Source: an optimization exercise on an open RTL-to-GDS flow (aim: small area, a short achievable clock period and few clock cycles). Production flows keep margins and buffers that such runs may drop.
RTL that was checked went through simulation tests only; none was proved equivalent to the original.
Power and IR drop assume default switching activity.

== v13 ==
Design prc, start of the top module:
module prc (
    input  wire         clk,
    input  wire         rst,
    input  wire         req_valid,
    output wire         req_ready,
    input  wire [1:0]   req_op,
    input  wire [2:0]   req_reg,
    input  wire [127:0] req_wdata,
    output reg          rsp_valid,
    output wire [127:0] rsp_rdata
);
clock: 12.0 ns
lec_check: 0
abc_area: 1
cap_margin: 20
core_margin: 2
core_utilization: 40
slew_margin: 20
tns_end_percent: 30
standard.sh (not shown) runs the stock make flow with config.mk's settings and CLKGATE_MAP_FILE= SYNTH_SCRIPT=/design/flow/synth_recipe.tcl, a recipe that flattens the netlist after the stock synthesis.
==> flow/flow/run.sh <==
#!/bin/bash
# The standard layout flow (the standard.sh, unchanged synthesis), with
# two placement/repair settings changed:
#  - every port still gets a buffer, but a plain buf_1 that repair can size,
#    instead of the default slow delay cell;
#  - repair_timing is asked to keep extra setup slack so that it works on
#    paths well below the 12 ns clock.
# Each ORFS step's full log is under orfs/logs/; standard.sh's own output is
# in standard.log.
set -euo pipefail
export BUFFER_PORTS_ARGS="-buffer_cell sky130_fd_sc_hd__buf_1"
export SETUP_SLACK_MARGIN=7.5
bash standard.sh > standard.log 2>&1
v13 closes out successfully: all stages finished, all timing, DRC and antenna checks passed.
Testbench counts of v13, summed over its fixed seeds: cycles 13,797.
Relative to v13, the following input files were edited for v55:
- clearing ABC_AREA, which used to be 1
- clearing TNS_END_PERCENT, which used to be 30
==> results.txt <==
- v55: full flow OK, the timing, DRC and antenna checks passed
- Total power up about 1.8% in v55 wrt v13
- Measured against each other, v13 and v55 differ in worst relative slew slack, the lower figure coming from v55.
- The post-route clock skew in v55 sits 0.044 ns below the value recorded for v13.
- Per the comparison of v55 with v13, maximum frequency shows an increase of about 4%; adder-cell share of the synthesized area went down.
- For the first-iteration DRC count, v55 came in 1,399 higher than v13 did.
What v49 does differently from v55 at the input level:
- a change of CORE_UTILIZATION from 40 to 50
==> comparison <==
Compare v49 and v55 | worst setup slack higher: v55. On v49: power after layout is about 3% lower than what v55 gave. Between v49 and v55, number of placement rows is lower for v49, v55 comes in above that. The lower cell count came out of v49.
For v16, these inputs were changed with respect to v49:
- CORE_UTILIZATION: 50 -> 40
- ABC_AREA: unset -> 1
--- a/flow/flow/run.sh
+++ b/flow/flow/run.sh
@@ -11,3 +11,3 @@
 export BUFFER_PORTS_ARGS="-buffer_cell sky130_fd_sc_hd__buf_1"
-export SETUP_SLACK_MARGIN=7.5
+export SETUP_SLACK_MARGIN=7.7
 bash standard.sh > standard.log 2>&1
==> results.txt <==
- Power after layout | v16 above v49
- [v16 vs v49] met3 layer usage reported by global route: lower in v16
- On area added between synthesis and finish, the lower figure sits with v49, not v16.
- X dimension of the die | v16 above v49
- The faster design of the two is v16; v49 tops out lower.
- NOTE: routed wire length in v16 falls short of that of v49

---

## beta
Another version of the RTL of prc (not shown whole).
Size: roughly 310 flip-flops, ~270 I/O pins.
## prc
module prc (
    input  wire         clk,
    input  wire         rst,
    input  wire         req_valid,
    output wire         req_ready,
    input  wire [1:0]   req_op,
    input  wire [2:0]   req_reg,
    input  wire [127:0] req_wdata,
    output reg          rsp_valid,
    output wire [127:0] rsp_rdata
);
==> flow/config.mk <==
export PLATFORM = sky130hd
export DESIGN_NAME = prc
export DESIGN_NICKNAME = prc
export VERILOG_FILES = /design/flow/design.v
export SDC_FILE = /design/flow/constraint.sdc
export NUM_CORES = 4
export LEC_CHECK = 0
export CAP_MARGIN = 20
export CORE_MARGIN = 2
export CORE_UTILIZATION = 40
export SLEW_MARGIN = 20
==> flow/constraint.sdc <==
create_clock -name core_clock -period 12.0 [get_ports {clk}]
set_input_delay 2.4000 -clock core_clock [delete_from_list [all_inputs] [get_ports {clk}]]
set_output_delay 2.4000 -clock core_clock [all_outputs]
set_load 0.01 [all_outputs]
==> flow/flow/run.sh <==
#!/bin/bash
# The standard layout flow (the standard.sh, unchanged synthesis), with
# two placement/repair settings changed:
#  - every port still gets a buffer, but a plain buf_1 that repair can size,
#    instead of the default slow delay cell;
#  - repair_timing is asked to keep extra setup slack so that it works on
#    paths well below the 12 ns clock.
# Each ORFS step's full log is under orfs/logs/; standard.sh's own output is
# in standard.log.
set -euo pipefail
export BUFFER_PORTS_ARGS="-buffer_cell sky130_fd_sc_hd__buf_1"
export SETUP_SLACK_MARGIN=7.5
bash standard.sh > standard.log 2>&1
Having completed the whole flow, beta delivered a layout that passed the timing, DRC and antenna checks.
## Diff of input files: alpha against beta
Settings: ABC_CLOCK_PERIOD_IN_PS newly set to 4000.
==> flow/flow/run.sh <==
#!/bin/bash
# The standard layout flow (the standard.sh, unchanged synthesis), with
# repair_timing asked to keep extra setup slack so that it works on paths
# well below the 12 ns clock. Each step's full log is under orfs/logs/.
set -euo pipefail
export SETUP_SLACK_MARGIN=7.5
bash standard.sh > standard.log 2>&1
Findings:
beta and alpha ended up with roughly the same register share of total power.
The detailed-route wire length on metal 1 reported for alpha is smaller than that of beta by 2.6 mm.
Going from beta to alpha, the sum of routed wire length over all layers was found to have gone down by 1.6%.
alpha vs beta: total chip power down slightly
Top achievable clock speed up 1.6 MHz in alpha wrt beta
Area added between synthesis and finish sits higher in alpha than in beta.
Number of post-CTS setup repair buffers is lower on beta
No functional check of the RTL was part of any run of this note.

-- afterwards: timing with drivers on the ports --
No port has a modelled driver above. Below, the same layouts with a new extraction and two added sets of constraints. Step 1 (the two cells are an assumption about what drives the block):
set clk [get_ports {clk}]
set_driving_cell -lib_cell sky130_fd_sc_hd__clkbuf_16 $clk
set_driving_cell -lib_cell sky130_fd_sc_hd__buf_2 [delete_from_list [all_inputs] $clk]
Step 2 moves the port delays by t, midway between the first and last clock arrival at a register: inputs arrive t later, outputs are due t later. That takes back most of the time a late clock gives input paths. Slacks: no drivers / after step 1 / after step 2; pairs: no drivers / after step 1.
| run | t (ns) | setup WS [ns] | worst setup path at the end | latest minus earliest clock arrival (ns) |
|---|---|---|---|---|
| v13 | 0.668 | 7.323 / 7.258 / 7.095 | input to register | 0.072 / 0.072 |
| v55 | 0.698 | 7.513 / 7.441 / 6.925 | input to register | 0.029 / 0.029 |
| v49 | 0.663 | 7.469 / 7.414 / 6.994 | input to register | 0.044 / 0.045 |
| v16 | 0.667 | 7.639 / 7.621 / 7.302 | input to register | 0.025 / 0.025 |
| beta | 0.665 | 7.307 / 7.307 / 6.970 | input to register | 0.033 / 0.033 |
| alpha | 0.653 | 7.341 / 7.295 / 6.938 | input to register | 0.043 / 0.043 |
After both steps every run listed still meets setup and hold. For v55, which loses most, drivers alone change the setup slack by -0.072 ns; drivers and shift together by -0.588 ns.
